From an optimization exercise on the open Yosys and OpenROAD flow, aimed at small area, a short achievable clock period and few clock cycles per item; shortcuts taken in it are not production practice.
The RTL was checked by simulation tests, not by an equivalence proof against the original design.
Power figures rest on the tool's default switching activity, not on a simulated workload.

==> flow/design.v <==
module modsynth_csa #(parameter W = 8) (
    input  wire [W-1:0] a,
    input  wire [W-1:0] b,
    input  wire [W-1:0] c,
    output wire [W-1:0] s,
    output wire [W-1:0] k
);
    assign s = a ^ b ^ c;
    assign k = {(a[W-2:0] & b[W-2:0]) | (c[W-2:0] & (a[W-2:0] ^ b[W-2:0])), 1'b0};
endmodule
module modsynth (
    input  wire        clk,
    input  wire        rst,
    input  wire        cmd_valid,
    output wire        cmd_ready,
    input  wire [2:0]  cmd_data,
    output wire        smp_valid,
    input  wire        smp_ready,
    output wire [15:0] smp_data
);
    reg        busy;    
    reg        past0;   
    reg        f2;      
    reg        half;    
    reg        neg;     
    reg        dir;     
    reg  [8:0] x;       
    reg [15:0] g_q;     
    assign cmd_ready = ~busy & ~rst;
    assign smp_valid =  busy & ~rst;
    wire accept = cmd_valid & cmd_ready & (cmd_data[2:1] != 2'b11);
    wire emit   = smp_valid & smp_ready;
    wire last   = past0 & ~dir & (x == (f2 ? 9'd4 : 9'd10));
    wire        wrap  = f2 ? (dir ? (x >= 9'd508) : (x >= 9'd496))
                           : (dir ? (x >= 9'd502) : (x >= 9'd490));
    wire [5:0]  step  = f2 ? (wrap ? (dir ? 6'd5 : 6'd28) : 6'd4)
                           : (wrap ? (dir ? 6'd11 : 6'd34) : 6'd10);
    wire [8:0]  x_n   = x + {3'd0, step};
    wire        dir_n = dir ^ wrap;
    wire        neg_n = neg ^ (wrap & dir);
    wire [8:0]  a     = x ^ {9{dir}};
    wire [5:0] ah = a[8:3];
    wire [2:0] al = a[2:0];
    wire [17:0] tb = (ah[5] ? (ah[4] ? (ah[3] ? (ah[2] ? (ah[1] ? 18'd262134 : (ah[0] ? 18'd261972 : 18'd261655)) : (ah[1] ? (ah[0] ? 18'd261164 : 18'd260518) : (ah[0] ? 18'd259695 : 18'd258719))) : (ah[2] ? (ah[1] ? (ah[0] ? 18'd257575 : 18'd256260) : (ah[0] ? 18'd254791 : 18'd253156)) : (ah[1] ? (ah[0] ? 18'd251367 : 18'd249412) : (ah[0] ? 18'd247311 : 18'd245044)))) : (ah[3] ? (ah[2] ? (ah[1] ? (ah[0] ? 18'd242623 : 18'd240047) : (ah[0] ? 18'd237324 : 18'd234447)) : (ah[1] ? (ah[0] ? 18'd231423 : 18'd228252) : (ah[0] ? 18'd224935 : 18'd221479))) : (ah[2] ? (ah[1] ? (ah[0] ? 18'd217879 : 18'd214140) : (ah[0] ? 18'd210268 : 18'd206268)) : (ah[1] ? (ah[0] ? 18'd202132 : 18'd197868) : (ah[0] ? 18'd193484 : 18'd188972))))) : (ah[4] ? (ah[3] ? (ah[2] ? (ah[1] ? (ah[0] ? 18'd184343 : 18'd179598) : (ah[0] ? 18'd174735 : 18'd169764)) : (ah[1] ? (ah[0] ? 18'd164687 : 18'd159503) : (ah[0] ? 18'd154220 : 18'd148839))) : (ah[2] ? (ah[1] ? (ah[0] ? 18'd143364 : 18'd137799) : (ah[0] ? 18'd132143 : 18'd126404)) : (ah[1] ? (ah[0] ? 18'd120591 : 18'd114695) : (ah[0] ? 18'd108730 : 18'd102695)))) : (ah[3] ? (ah[2] ? (ah[1] ? (ah[0] ? 18'd96594 : 18'd90434) : (ah[0] ? 18'd84214 : 18'd77943)) : (ah[1] ? (ah[0] ? 18'd71621 : 18'd65256) : (ah[0] ? 18'd58853 : 18'd52404))) : (ah[2] ? (ah[1] ? (ah[0] ? 18'd45926 : 18'd39423) : (ah[0] ? 18'd32895 : 18'd26335)) : (ah[1] ? (ah[0] ? 18'd19767 : 18'd13184) : (ah[0] ? 18'd6599 : 18'd7))))));
    wire [9:0] ts = (ah[5] ? (ah[4] ? (ah[3] ? (ah[2] ? (ah[1] ? 10'd1 : (ah[0] ? 10'd21 : 10'd41)) : (ah[1] ? (ah[0] ? 10'd62 : 10'd82) : (ah[0] ? 10'd103 : 10'd123))) : (ah[2] ? (ah[1] ? (ah[0] ? 10'd143 : 10'd165) : (ah[0] ? 10'd185 : 10'd206)) : (ah[1] ? (ah[0] ? 10'd225 : 10'd246) : (ah[0] ? 10'd265 : 10'd285)))) : (ah[3] ? (ah[2] ? (ah[1] ? (ah[0] ? 10'd303 : 10'd323) : (ah[0] ? 10'd342 : 10'd361)) : (ah[1] ? (ah[0] ? 10'd379 : 10'd398) : (ah[0] ? 10'd415 : 10'd433))) : (ah[2] ? (ah[1] ? (ah[0] ? 10'd451 : 10'd469) : (ah[0] ? 10'd486 : 10'd502)) : (ah[1] ? (ah[0] ? 10'd518 : 10'd534) : (ah[0] ? 10'd549 : 10'd565))))) : (ah[4] ? (ah[3] ? (ah[2] ? (ah[1] ? (ah[0] ? 10'd579 : 10'd594) : (ah[0] ? 10'd609 : 10'd622)) : (ah[1] ? (ah[0] ? 10'd635 : 10'd649) : (ah[0] ? 10'd661 : 10'd673))) : (ah[2] ? (ah[1] ? (ah[0] ? 10'd685 : 10'd695) : (ah[0] ? 10'd707 : 10'd718)) : (ah[1] ? (ah[0] ? 10'd727 : 10'd737) : (ah[0] ? 10'd747 : 10'd755)))) : (ah[3] ? (ah[2] ? (ah[1] ? (ah[0] ? 10'd763 : 10'd771) : (ah[0] ? 10'd778 : 10'd785)) : (ah[1] ? (ah[0] ? 10'd791 : 10'd796) : (ah[0] ? 10'd801 : 10'd806))) : (ah[2] ? (ah[1] ? (ah[0] ? 10'd810 : 10'd813) : (ah[0] ? 10'd815 : 10'd819)) : (ah[1] ? (ah[0] ? 10'd821 : 10'd823) : (ah[0] ? 10'd823 : 10'd823))))));
    wire [1:0] tr = (a[8] ? (a[7] ? (a[6] ? (a[5] ? (a[4] ? (a[1] ? (a[0] ? 2'd0 : 2'd0) : (a[0] ? 2'd0 : 2'd0)) : (a[3] ? (a[2] ? (a[1] ? (a[0] ? 2'd0 : 2'd1) : (a[0] ? 2'd2 : 2'd1)) : (a[1] ? (a[0] ? 2'd2 : 2'd2) : (a[0] ? 2'd1 : 2'd0))) : (a[2] ? (a[1] ? (a[0] ? 2'd0 : 2'd1) : (a[0] ? 2'd1 : 2'd2)) : (a[1] ? (a[0] ? 2'd1 : 2'd1) : (a[0] ? 2'd0 : 2'd0))))) : (a[4] ? (a[3] ? (a[2] ? (a[1] ? (a[0] ? 2'd0 : 2'd1) : (a[0] ? 2'd2 : 2'd2)) : (a[1] ? (a[0] ? 2'd2 : 2'd1) : (a[0] ? 2'd1 : 2'd0))) : (a[2] ? (a[1] ? (a[0] ? 2'd0 : 2'd1) : (a[0] ? 2'd1 : 2'd2)) : (a[1] ? (a[0] ? 2'd2 : 2'd1) : (a[0] ? 2'd0 : 2'd0)))) : (a[3] ? (a[2] ? (a[1] ? (a[0] ? 2'd0 : 2'd1) : (a[0] ? 2'd2 : 2'd2)) : (a[1] ? (a[0] ? 2'd2 : 2'd2) : (a[0] ? 2'd1 : 2'd0))) : (a[2] ? (a[1] ? (a[0] ? 2'd0 : 2'd1) : (a[0] ? 2'd2 : 2'd2)) : (a[1] ? (a[0] ? 2'd1 : 2'd1) : (a[0] ? 2'd0 : 2'd0)))))) : (a[5] ? (a[4] ? (a[3] ? (a[2] ? (a[1] ? (a[0] ? 2'd0 : 2'd1) : (a[0] ? 2'd1 : 2'd2)) : (a[1] ? (a[0] ? 2'd2 : 2'd1) : (a[0] ? 2'd1 : 2'd0))) : (a[2] ? (a[1] ? (a[0] ? 2'd0 : 2'd1) : (a[0] ? 2'd2 : 2'd1)) : (a[1] ? (a[0] ? 2'd2 : 2'd2) : (a[0] ? 2'd1 : 2'd0)))) : (a[3] ? (a[2] ? (a[1] ? (a[0] ? 2'd0 : 2'd1) : (a[0] ? 2'd1 : 2'd2)) : (a[1] ? (a[0] ? 2'd2 : 2'd1) : (a[0] ? 2'd0 : 2'd0))) : (a[2] ? (a[1] ? (a[0] ? 2'd0 : 2'd0) : (a[0] ? 2'd1 : 2'd2)) : (a[1] ? (a[0] ? 2'd2 : 2'd1) : (a[0] ? 2'd1 : 2'd0))))) : (a[4] ? (a[3] ? (a[2] ? (a[1] ? (a[0] ? 2'd0 : 2'd1) : (a[0] ? 2'd2 : 2'd2)) : (a[1] ? (a[0] ? 2'd2 : 2'd1) : (a[0] ? 2'd0 : 2'd0))) : (a[2] ? (a[1] ? (a[0] ? 2'd0 : 2'd0) : (a[0] ? 2'd1 : 2'd2)) : (a[1] ? (a[0] ? 2'd2 : 2'd1) : (a[0] ? 2'd1 : 2'd0)))) : (a[3] ? (a[2] ? (a[1] ? (a[0] ? 2'd0 : 2'd0) : (a[0] ? 2'd1 : 2'd1)) : (a[1] ? (a[0] ? 2'd1 : 2'd1) : (a[0] ? 2'd0 : 2'd0))) : (a[2] ? (a[1] ? (a[0] ? 2'd0 : 2'd0) : (a[0] ? 2'd1 : 2'd1)) : (a[1] ? (a[0] ? 2'd1 : 2'd1) : (a[0] ? 2'd0 : 2'd0))))))) : (a[6] ? (a[5] ? (a[4] ? (a[3] ? (a[2] ? (a[1] ? (a[0] ? 2'd0 : 2'd1) : (a[0] ? 2'd1 : 2'd2)) : (a[1] ? (a[0] ? 2'd2 : 2'd2) : (a[0] ? 2'd1 : 2'd0))) : (a[2] ? (a[1] ? (a[0] ? 2'd0 : 2'd0) : (a[0] ? 2'd2 : 2'd2)) : (a[1] ? (a[0] ? 2'd1 : 2'd2) : (a[0] ? 2'd1 : 2'd0)))) : (a[3] ? (a[2] ? (a[1] ? (a[0] ? 2'd0 : 2'd0) : (a[0] ? 2'd1 : 2'd1)) : (a[1] ? (a[0] ? 2'd2 : 2'd1) : (a[0] ? 2'd0 : 2'd0))) : (a[2] ? (a[1] ? (a[0] ? 2'd0 : 2'd1) : (a[0] ? 2'd1 : 2'd1)) : (a[1] ? (a[0] ? 2'd1 : 2'd1) : (a[0] ? 2'd0 : 2'd0))))) : (a[4] ? (a[3] ? (a[2] ? (a[1] ? (a[0] ? 2'd0 : 2'd0) : (a[0] ? 2'd2 : 2'd1)) : (a[1] ? (a[0] ? 2'd1 : 2'd1) : (a[0] ? 2'd0 : 2'd0))) : (a[2] ? (a[1] ? (a[0] ? 2'd0 : 2'd0) : (a[0] ? 2'd1 : 2'd1)) : (a[1] ? (a[0] ? 2'd1 : 2'd1) : (a[0] ? 2'd0 : 2'd0)))) : (a[3] ? (a[2] ? (a[1] ? (a[0] ? 2'd0 : 2'd1) : (a[0] ? 2'd1 : 2'd2)) : (a[1] ? (a[0] ? 2'd2 : 2'd2) : (a[0] ? 2'd1 : 2'd0))) : (a[2] ? (a[1] ? (a[0] ? 2'd0 : 2'd1) : (a[0] ? 2'd1 : 2'd1)) : (a[1] ? (a[0] ? 2'd1 : 2'd1) : (a[0] ? 2'd0 : 2'd0)))))) : (a[5] ? (a[4] ? (a[3] ? (a[2] ? (a[1] ? (a[0] ? 2'd0 : 2'd0) : (a[0] ? 2'd1 : 2'd1)) : (a[1] ? (a[0] ? 2'd1 : 2'd1) : (a[0] ? 2'd1 : 2'd0))) : (a[2] ? (a[1] ? (a[0] ? 2'd0 : 2'd0) : (a[0] ? 2'd1 : 2'd1)) : (a[1] ? (a[0] ? 2'd2 : 2'd2) : (a[0] ? 2'd1 : 2'd0)))) : (a[3] ? (a[2] ? (a[1] ? (a[0] ? 2'd0 : 2'd0) : (a[0] ? 2'd1 : 2'd2)) : (a[1] ? (a[0] ? 2'd2 : 2'd1) : (a[0] ? 2'd1 : 2'd0))) : (a[2] ? (a[1] ? (a[0] ? 2'd0 : 2'd0) : (a[0] ? 2'd1 : 2'd1)) : (a[1] ? (a[0] ? 2'd2 : 2'd1) : (a[0] ? 2'd0 : 2'd0))))) : (a[4] ? (a[3] ? (a[2] ? (a[1] ? (a[0] ? 2'd0 : 2'd0) : (a[0] ? 2'd1 : 2'd2)) : (a[1] ? (a[0] ? 2'd2 : 2'd1) : (a[0] ? 2'd1 : 2'd0))) : (a[2] ? (a[1] ? (a[0] ? 2'd0 : 2'd0) : (a[0] ? 2'd1 : 2'd2)) : (a[1] ? (a[0] ? 2'd2 : 2'd1) : (a[0] ? 2'd1 : 2'd0)))) : (a[3] ? (a[2] ? (a[1] ? (a[0] ? 2'd0 : 2'd1) : (a[0] ? 2'd1 : 2'd1)) : (a[1] ? (a[0] ? 2'd1 : 2'd1) : (a[0] ? 2'd0 : 2'd0))) : (a[2] ? (a[1] ? (a[0] ? 2'd0 : 2'd0) : (a[0] ? 2'd1 : 2'd1)) : (a[1] ? (a[0] ? 2'd1 : 2'd1) : (a[0] ? 2'd0 : 2'd0)))))))) : (a[7] ? (a[6] ? (a[5] ? (a[4] ? (a[3] ? (a[2] ? (a[1] ? (a[0] ? 2'd0 : 2'd1) : (a[0] ? 2'd2 : 2'd1)) : (a[1] ? (a[0] ? 2'd1 : 2'd1) : (a[0] ? 2'd0 : 2'd0))) : (a[2] ? (a[1] ? (a[0] ? 2'd0 : 2'd0) : (a[0] ? 2'd0 : 2'd1)) : (a[1] ? (a[0] ? 2'd1 : 2'd0) : (a[0] ? 2'd0 : 2'd0)))) : (a[3] ? (a[2] ? (a[1] ? (a[0] ? 2'd0 : 2'd0) : (a[0] ? 2'd1 : 2'd1)) : (a[1] ? (a[0] ? 2'd1 : 2'd0) : (a[0] ? 2'd0 : 2'd0))) : (a[2] ? (a[1] ? (a[0] ? 2'd0 : 2'd0) : (a[0] ? 2'd1 : 2'd1)) : (a[1] ? (a[0] ? 2'd1 : 2'd0) : (a[0] ? 2'd0 : 2'd0))))) : (a[4] ? (a[3] ? (a[2] ? (a[1] ? (a[0] ? 2'd0 : 2'd0) : (a[0] ? 2'd1 : 2'd1)) : (a[1] ? (a[0] ? 2'd1 : 2'd1) : (a[0] ? 2'd0 : 2'd0))) : (a[2] ? (a[1] ? (a[0] ? 2'd0 : 2'd0) : (a[0] ? 2'd1 : 2'd1)) : (a[1] ? (a[0] ? 2'd1 : 2'd0) : (a[0] ? 2'd0 : 2'd0)))) : (a[3] ? (a[2] ? (a[1] ? (a[0] ? 2'd0 : 2'd0) : (a[0] ? 2'd1 : 2'd0)) : (a[1] ? (a[0] ? 2'd1 : 2'd1) : (a[0] ? 2'd0 : 2'd0))) : (a[2] ? (a[1] ? (a[0] ? 2'd0 : 2'd1) : (a[0] ? 2'd1 : 2'd1)) : (a[1] ? (a[0] ? 2'd1 : 2'd0) : (a[0] ? 2'd0 : 2'd0)))))) : (a[5] ? (a[4] ? (a[3] ? (a[2] ? (a[1] ? (a[0] ? 2'd0 : 2'd0) : (a[0] ? 2'd1 : 2'd0)) : (a[1] ? (a[0] ? 2'd1 : 2'd1) : (a[0] ? 2'd0 : 2'd0))) : (a[2] ? (a[1] ? (a[0] ? 2'd0 : 2'd1) : (a[0] ? 2'd1 : 2'd1)) : (a[1] ? (a[0] ? 2'd1 : 2'd1) : (a[0] ? 2'd0 : 2'd0)))) : (a[3] ? (a[2] ? (a[1] ? (a[0] ? 2'd0 : 2'd0) : (a[0] ? 2'd1 : 2'd1)) : (a[1] ? (a[0] ? 2'd0 : 2'd1) : (a[0] ? 2'd0 : 2'd0))) : (a[2] ? (a[1] ? (a[0] ? 2'd0 : 2'd0) : (a[0] ? 2'd0 : 2'd1)) : (a[1] ? (a[0] ? 2'd1 : 2'd0) : (a[0] ? 2'd0 : 2'd0))))) : (a[4] ? (a[3] ? (a[2] ? (a[1] ? (a[0] ? 2'd0 : 2'd0) : (a[0] ? 2'd1 : 2'd1)) : (a[1] ? (a[0] ? 2'd1 : 2'd1) : (a[0] ? 2'd0 : 2'd0))) : (a[2] ? (a[1] ? (a[0] ? 2'd0 : 2'd1) : (a[0] ? 2'd1 : 2'd1)) : (a[1] ? (a[0] ? 2'd1 : 2'd0) : (a[0] ? 2'd0 : 2'd0)))) : (a[3] ? (a[2] ? (a[1] ? (a[0] ? 2'd0 : 2'd0) : (a[0] ? 2'd0 : 2'd0)) : (a[1] ? (a[0] ? 2'd0 : 2'd0) : (a[0] ? 2'd0 : 2'd0))) : (a[2] ? (a[1] ? (a[0] ? 2'd0 : 2'd0) : (a[0] ? 2'd1 : 2'd0)) : (a[1] ? (a[0] ? 2'd0 : 2'd1) : (a[0] ? 2'd0 : 2'd0))))))) : (a[6] ? (a[5] ? (a[4] ? (a[3] ? (a[2] ? (a[1] ? (a[0] ? 2'd0 : 2'd0) : (a[0] ? 2'd0 : 2'd1)) : (a[1] ? (a[0] ? 2'd1 : 2'd0) : (a[0] ? 2'd0 : 2'd0))) : (a[2] ? (a[1] ? (a[0] ? 2'd0 : 2'd0) : (a[0] ? 2'd0 : 2'd1)) : (a[1] ? (a[0] ? 2'd0 : 2'd0) : (a[0] ? 2'd0 : 2'd0)))) : (a[3] ? (a[2] ? (a[1] ? (a[0] ? 2'd0 : 2'd0) : (a[0] ? 2'd0 : 2'd1)) : (a[1] ? (a[0] ? 2'd1 : 2'd0) : (a[0] ? 2'd0 : 2'd0))) : (a[2] ? (a[1] ? (a[0] ? 2'd0 : 2'd0) : (a[0] ? 2'd0 : 2'd0)) : (a[1] ? (a[0] ? 2'd0 : 2'd0) : (a[0] ? 2'd0 : 2'd0))))) : (a[4] ? (a[3] ? (a[2] ? (a[1] ? (a[0] ? 2'd0 : 2'd0) : (a[0] ? 2'd0 : 2'd0)) : (a[1] ? (a[0] ? 2'd0 : 2'd0) : (a[0] ? 2'd0 : 2'd0))) : (a[2] ? (a[1] ? (a[0] ? 2'd0 : 2'd0) : (a[0] ? 2'd1 : 2'd0)) : (a[1] ? (a[0] ? 2'd1 : 2'd0) : (a[0] ? 2'd0 : 2'd0)))) : (a[3] ? (a[2] ? (a[1] ? (a[0] ? 2'd0 : 2'd0) : (a[0] ? 2'd0 : 2'd0)) : (a[1] ? (a[0] ? 2'd0 : 2'd0) : (a[0] ? 2'd0 : 2'd0))) : (a[2] ? (a[1] ? (a[0] ? 2'd0 : 2'd0) : (a[0] ? 2'd0 : 2'd0)) : (a[1] ? (a[0] ? 2'd1 : 2'd0) : (a[0] ? 2'd0 : 2'd0)))))) : (a[5] ? (a[4] ? (a[3] ? (a[2] ? (a[1] ? (a[0] ? 2'd0 : 2'd0) : (a[0] ? 2'd0 : 2'd1)) : (a[1] ? (a[0] ? 2'd0 : 2'd0) : (a[0] ? 2'd0 : 2'd0))) : (a[2] ? (a[1] ? (a[0] ? 2'd0 : 2'd0) : (a[0] ? 2'd0 : 2'd0)) : (a[1] ? (a[0] ? 2'd0 : 2'd0) : (a[0] ? 2'd0 : 2'd0)))) : (a[3] ? (a[2] ? (a[1] ? (a[0] ? 2'd0 : 2'd0) : (a[0] ? 2'd0 : 2'd0)) : (a[1] ? (a[0] ? 2'd0 : 2'd0) : (a[0] ? 2'd0 : 2'd0))) : (a[2] ? (a[1] ? (a[0] ? 2'd0 : 2'd0) : (a[0] ? 2'd1 : 2'd0)) : (a[1] ? (a[0] ? 2'd0 : 2'd0) : (a[0] ? 2'd0 : 2'd0))))) : (a[4] ? (a[3] ? (a[2] ? (a[1] ? (a[0] ? 2'd0 : 2'd0) : (a[0] ? 2'd0 : 2'd0)) : (a[1] ? (a[0] ? 2'd0 : 2'd0) : (a[0] ? 2'd0 : 2'd0))) : (a[2] ? (a[1] ? (a[0] ? 2'd0 : 2'd0) : (a[0] ? 2'd0 : 2'd0)) : (a[1] ? (a[0] ? 2'd0 : 2'd0) : (a[0] ? 2'd0 : 2'd0)))) : (a[3] ? (a[2] ? (a[1] ? (a[0] ? 2'd0 : 2'd0) : (a[0] ? 2'd0 : 2'd0)) : (a[1] ? (a[0] ? 2'd0 : 2'd0) : (a[0] ? 2'd0 : 2'd0))) : (a[2] ? (a[1] ? (a[0] ? 2'd0 : 2'd0) : (a[0] ? 2'd0 : 2'd0)) : (a[1] ? (a[0] ? 2'd0 : 2'd0) : (a[0] ? 2'd0 : 2'd0)))))))));
    wire [18:0] p0 = {9'd0, ts & {10{al[0]}}};
    wire [18:0] p1 = {8'd0, ts & {10{al[1]}}, 1'b0};
    wire [18:0] p2 = {7'd0, ts & {10{al[2]}}, 2'b0};
    wire [18:0] p3 = {14'd0, tr, 3'd0};
    wire [18:0] s1, k1, s2, k2, s3, k3;
    modsynth_csa #(19) u_c1 ({1'b0, tb}, p0, p1, s1, k1);
    modsynth_csa #(19) u_c2 (s1, k1, p2, s2, k2);
    modsynth_csa #(19) u_c3 (s2, k2, p3, s3, k3);
    wire [18:0] fx = s3 + k3;
    wire [14:0] f   = fx[17:3];
    wire [15:0] g  = neg ? ~{1'b0, f} : {1'b0, f};
    wire [15:0] gs = half ? {g_q[15], g_q[15:1]} : g_q;
    wire [16:0] r  = {gs[15], gs} + 17'd1;
    assign smp_data = r[16:1];
    always @(posedge clk) begin
        if (rst)
            busy <= 1'b0;
        else if (accept)
            busy <= 1'b1;
        else if (emit && last)
            busy <= 1'b0;
    end
    always @(posedge clk) begin
        if (accept) begin
            f2    <= (cmd_data == 3'b010);
            half  <= (cmd_data == 3'b000);
            neg   <= (cmd_data == 3'b100);
            dir   <= 1'b0;
            x     <= (cmd_data == 3'b010) ? 9'd4 : 9'd10;
            past0 <= 1'b0;
            g_q   <= 16'd0;    
        end else if (emit) begin
            x     <= x_n;
            dir   <= dir_n;
            neg   <= neg_n;
            past0 <= 1'b1;
            g_q   <= g;
        end
    end
endmodule
==> flow/flow/run.sh <==
#!/bin/bash
# The standard layout (the standard.sh: ORFS synthesis to finish, unchanged
# scripts and constraints) with three knobs changed for a shorter achieved
# period: the ports get buf_2 buffers (not delay buffers), sizing may swap
# cells of different footprints, and the timing repair aims at a setup slack
# of 7.8 ns.
set -euo pipefail
bash standard.sh SETUP_SLACK_MARGIN=7.8 MATCH_CELL_FOOTPRINT=0 \
    "BUFFER_PORTS_ARGS=-buffer_cell sky130_fd_sc_hd__buf_2" finish > standard.log 2>&1
==> flow/standard.sh <==
#!/bin/bash
# synth_recipe.tcl (not shown) runs the flow's synth.tcl, then flattens the netlist and writes it again
# the make line also repeats each setting of config.mk as NAME=value (left out here)
make -C /OpenROAD-flow-scripts/flow DESIGN_CONFIG=/design/flow/config.mk WORK_HOME=/design/flow/orfs CLKGATE_MAP_FILE= SYNTH_SCRIPT=/design/flow/synth_recipe.tcl "${@:-finish}"
==> flow/config.mk <==
export PLATFORM = sky130hd
export DESIGN_NAME = modsynth
export DESIGN_NICKNAME = modsynth
export VERILOG_FILES = /design/flow/design.v
export SDC_FILE = /design/flow/constraint.sdc
export NUM_CORES = 4
export LEC_CHECK = 0
export ABC_AREA = 1
export CAP_MARGIN = 20
export CORE_MARGIN = 2
export CORE_UTILIZATION = 55
export SLEW_MARGIN = 20
export SYNTH_MEMORY_MAX_BITS = 65536
==> flow/constraint.sdc <==
create_clock -name core_clock -period 14.0 [get_ports {clk}]
set_input_delay 2.8000 -clock core_clock [delete_from_list [all_inputs] [get_ports {clk}]]
set_output_delay 2.8000 -clock core_clock [all_outputs]
set_load 0.01 [all_outputs]
==> flow_metrics.py <==
metrics = {
    "timing": {
        "setup_viol": 0,
        "hold_viol_final": 0,
        "slew_headroom": 0.435,
        "max_freq_mhz": 167,
        "fin_tns_setup_ns": 0,
        "maxSlewViolCount": 0,
        "rsz0062_at_grt": "no",
        "fin_crit_ns": 5.98,
        "fin_crit_sh": 0.427,
        "skew_ns": 0.00515,
        "worst_pin_slew_ns": 0.845,
    },
    "grt": {
        "antenna_found_initial": 0,
        "overflow": 0,
        "grtUsageMet1": 0.447,
        "use_met3": 0.0372,
        "grt_pass1_vias": 6595,
        "use_met2": 0.548,
        "grt_usage": 0.342,
        "grt_pass1_wl_microns": 34300,
        "grt_max_degree": 47,
        "busiest_layer": "met2",
    },
    "cts": {
        "clock_sinks": 31,
        "htree_levels": 2,
        "cts_hold_buf": 0,
        "cts_made_buffers": 5,
        "cts_setup_buffers": 0,
        "cts_max_path_buffers": 2,
        "cts_root_buffer": "clkbuf_16",
        "cts_tree": "done",
        "path_clk_slew_ns": 0.05,
        "clk_latency_ns": 0.28,
    },
    "critical_path": {
        "startpoint_type": "input pin",
        "r2r_start": "x[7]$_SDFFCE_PP0P_",
        "required_ns": 11.20,
        "cp_data_arrival_time_ns": 3.18,
        "startpoint": "rst",
        "crit_fanout": 2,
        "path_class": "input pin to output port",
        "end_kind": "output port",
    },
    "cells_and_area": {
        "diodes": 0,
        "final_common_cell": "nand2_1",
        "nets": 1093,
        "syn2layout_area_growth_pct": 4.05,
        "drive_gt1_frac": 0.0845,
        "fillCellCount": 1153,
        "mostFrequentLayoutCells": "nand2_1 (262), inv_1 (113), nor2_1 (102)",
    },
    "floorplan": {
        "die_y_microns": 111,
        "rows": 39,
        "core_area_sq_mm": 0.0113,
        "start_util": 0.559,
        "die_area_sq_mm": 0.0124,
        "io-pin-count": 25,
        "die_x_microns": 111,
    },
    "run_status": {
        "status": "no timing/DRC/antenna violations",
    },
    "route": {
        "wirelength_microns": 21400,
        "drc": 0,
        "ant_nets": 0,
        "num_vias": 7139,
        "drt_iter0_drc": 753,
        "via_per_inst": 6.15,
        "routedWlPerCell_microns": 18.4,
        "firstDrtPassIters": 7,
    },
    "yosys": {
        "synth_edf_count": 12,
        "ys.flop_type": "dfxtp_1",
        "synth_warnings": 1,
        "yosysSeqAreaShare": 0.117,
        "async_reset_ff_frac": 0,
        "postSynthAreaPerCell_sq_um": 6.20,
        "synth.net_count": 1098,
        "synth_cell_type_count": 60,
        "synthesis.area_sq_mm": 0.00633,
        "synthCells": 1022,
        "ys_ff_latch": 31,
    },
    "hold_path": {
        "hp-class": "flop to flop",
        "min_from": "g_q[1]$_SDFFE_PP0P_",
    },
    "pwr": {
        "p_leak_uw": 0.00330,
        "p_per_area_mw_per_mm2": 287,
        "vdd_ir_drop_max_uv": 340,
        "total_power_uw": 1890,
    },
    "placed_design": {
        "port_buffers": 24,
        "hpwlAfterDp_microns": 16200,
        "gp_congestion": 1.04,
    },
    "run": {
        "drv_cap": 0,
    },
}
## power breakdown
part / internal (uW) / leakage, uW / total [uW] / switching (uW)
clock: 64.5 / 0.0000659 / 101 / 36.7
combinational: 601 / 0.00296 / 1650 / 1050
sequential: 120 / 0.000271 / 142 / 21.5
## sequential cells by signal, indices dropped and copies added (netlist names)
| register | count |
|---|---|
| half | 1 |
| dir | 1 |
| x | 9 |
| past0 | 1 |
| neg | 1 |
| f2 | 1 |
| busy | 1 |
| g_q | 16 |
## cell type report
type | instances | area [sq um] | area share
Clock inverter | 2 | 7.51 | 0.00114
Sequential cell | 31 | 742 | 0.113
Timing Repair Buffer | 28 | 150 | 0.0228
Clock buffer | 6 | 129 | 0.0196
Tap cell | 143 | 179 | 0.0272
Multi-Input combinational cell | 828 | 4920 | 0.746
Inverter | 123 | 464 | 0.0705
## path summary, 6_finish.rpt
| kind | endpoint | depth (start not counted) | slack, ns |
|---|---|---|---|
| setup / recovery | smp_valid | 5 | 8.02 |
| hold / removal | g_q[1]$_SDFFE_PP0P_ | 2 | 0.49 |
| setup reg to reg | g_q[12]$_SDFFE_PP0P_ | 21 | 8.11 |
| hold reg to reg | g_q[1]$_SDFFE_PP0P_ | 2 | 0.49 |
## critical path, cell delays in order
cell	delay, ns
buf_2	0.10
inv_1	0.04
nand2_1	0.05
inv_1	0.06
buf_2	0.12
## kinds of logic after synthesis
kind of cell               synth area share
DFF                                   0.117
xor gates and xnor gates             0.0486
buffers and inverters                 0.108
and+or+nand+nor                       0.369
adders and majority gates             0.164
AOI/OAI and AO/OA                     0.193
## cell usage after synthesis, types with 4 or more instances
cell type	instances	share of area
o21ai_0	75	0.059
nand2_2	11	0.011
a21oi_1	66	0.052
o221ai_1	7	0.0097
nor2_1	102	0.060
nand3_1	80	0.063
ha_1	46	0.091
a211oi_1	6	0.0071
edfxtp_1	12	0.057
fa_1	23	0.073
buf_6	4	0.0071
nand2_1	262	0.16
nand3_2	4	0.0063
xor2_1	18	0.025
clkbuf_1	15	0.0089
dfxtp_1	19	0.060
o211ai_1	14	0.017
o22ai_1	4	0.0040
nor2_4	7	0.012
buf_2	14	0.011
inv_1	113	0.067
inv_2	7	0.0042
xnor2_1	14	0.019
o31ai_1	4	0.0047
a31oi_1	7	0.0069
nor3_1	16	0.013
nand4_1	13	0.013
nand2_4	9	0.016
## routing by layer
metal / vias to the layer above / part of all wire
li1: 3397 / -
met1: 3201 / 0.41
met2: 416 / 0.43
met3: 125 / 0.086
met4: 0 / 0.069
met5: - / 0
## per-stage QoR
stage	std cells	util	hold WS [ns]	setup WS, ns	instance area (sq um)
final	1161	0.582	0.495	8.02	6590
after floorplan	1022	-	0.447	8.21	6330
after detailed placement	1153	0.569	0.482	7.92	6440
after global routing	1161	0.582	0.517	7.80	6590
after global placement	1153	0.569	0.468	7.94	6440
after CTS	1161	0.581	0.492	7.89	6580
## what timing repair did
action                                  in CTS  in global routing
endpoints found under the setup margin       0                 13
resized for setup                            0                  3
endpoints found under the hold margin        0                  0
Testbench counts, summed over its fixed seeds: cycles 128,128, items 128,000.

separate check: timing with driven ports:
In the flow no input, the clock included, has a driving cell. The finished layout below was timed again as built, in two steps.
Step 1 (the two cells are an assumption about what drives the block):
set clk [get_ports {clk}]
set_driving_cell -lib_cell sky130_fd_sc_hd__clkbuf_16 $clk
set_driving_cell -lib_cell sky130_fd_sc_hd__buf_2 [delete_from_list [all_inputs] $clk]
Step 2 times the ports against the registers' clock, not the clock port: input delays grow and output delays shrink by t, the midpoint of the rising clock arrivals with the driver on.
a / b / c = ideal ports / drivers / drivers and shift; a / b = the first two.
shift t [ns]: 0.307
slack for setup (ns): 8.024 / 8.006 / 8.006
worst hold slack (ns): 0.495 / 0.495 / 0.495
worst setup path after step 2: input to output
clock arrival spread, ns: 0.005 / 0.005
After both steps setup and hold are still met in this run. The setup slack of this run moves by -0.018 ns with the drivers and by -0.018 ns with both steps.
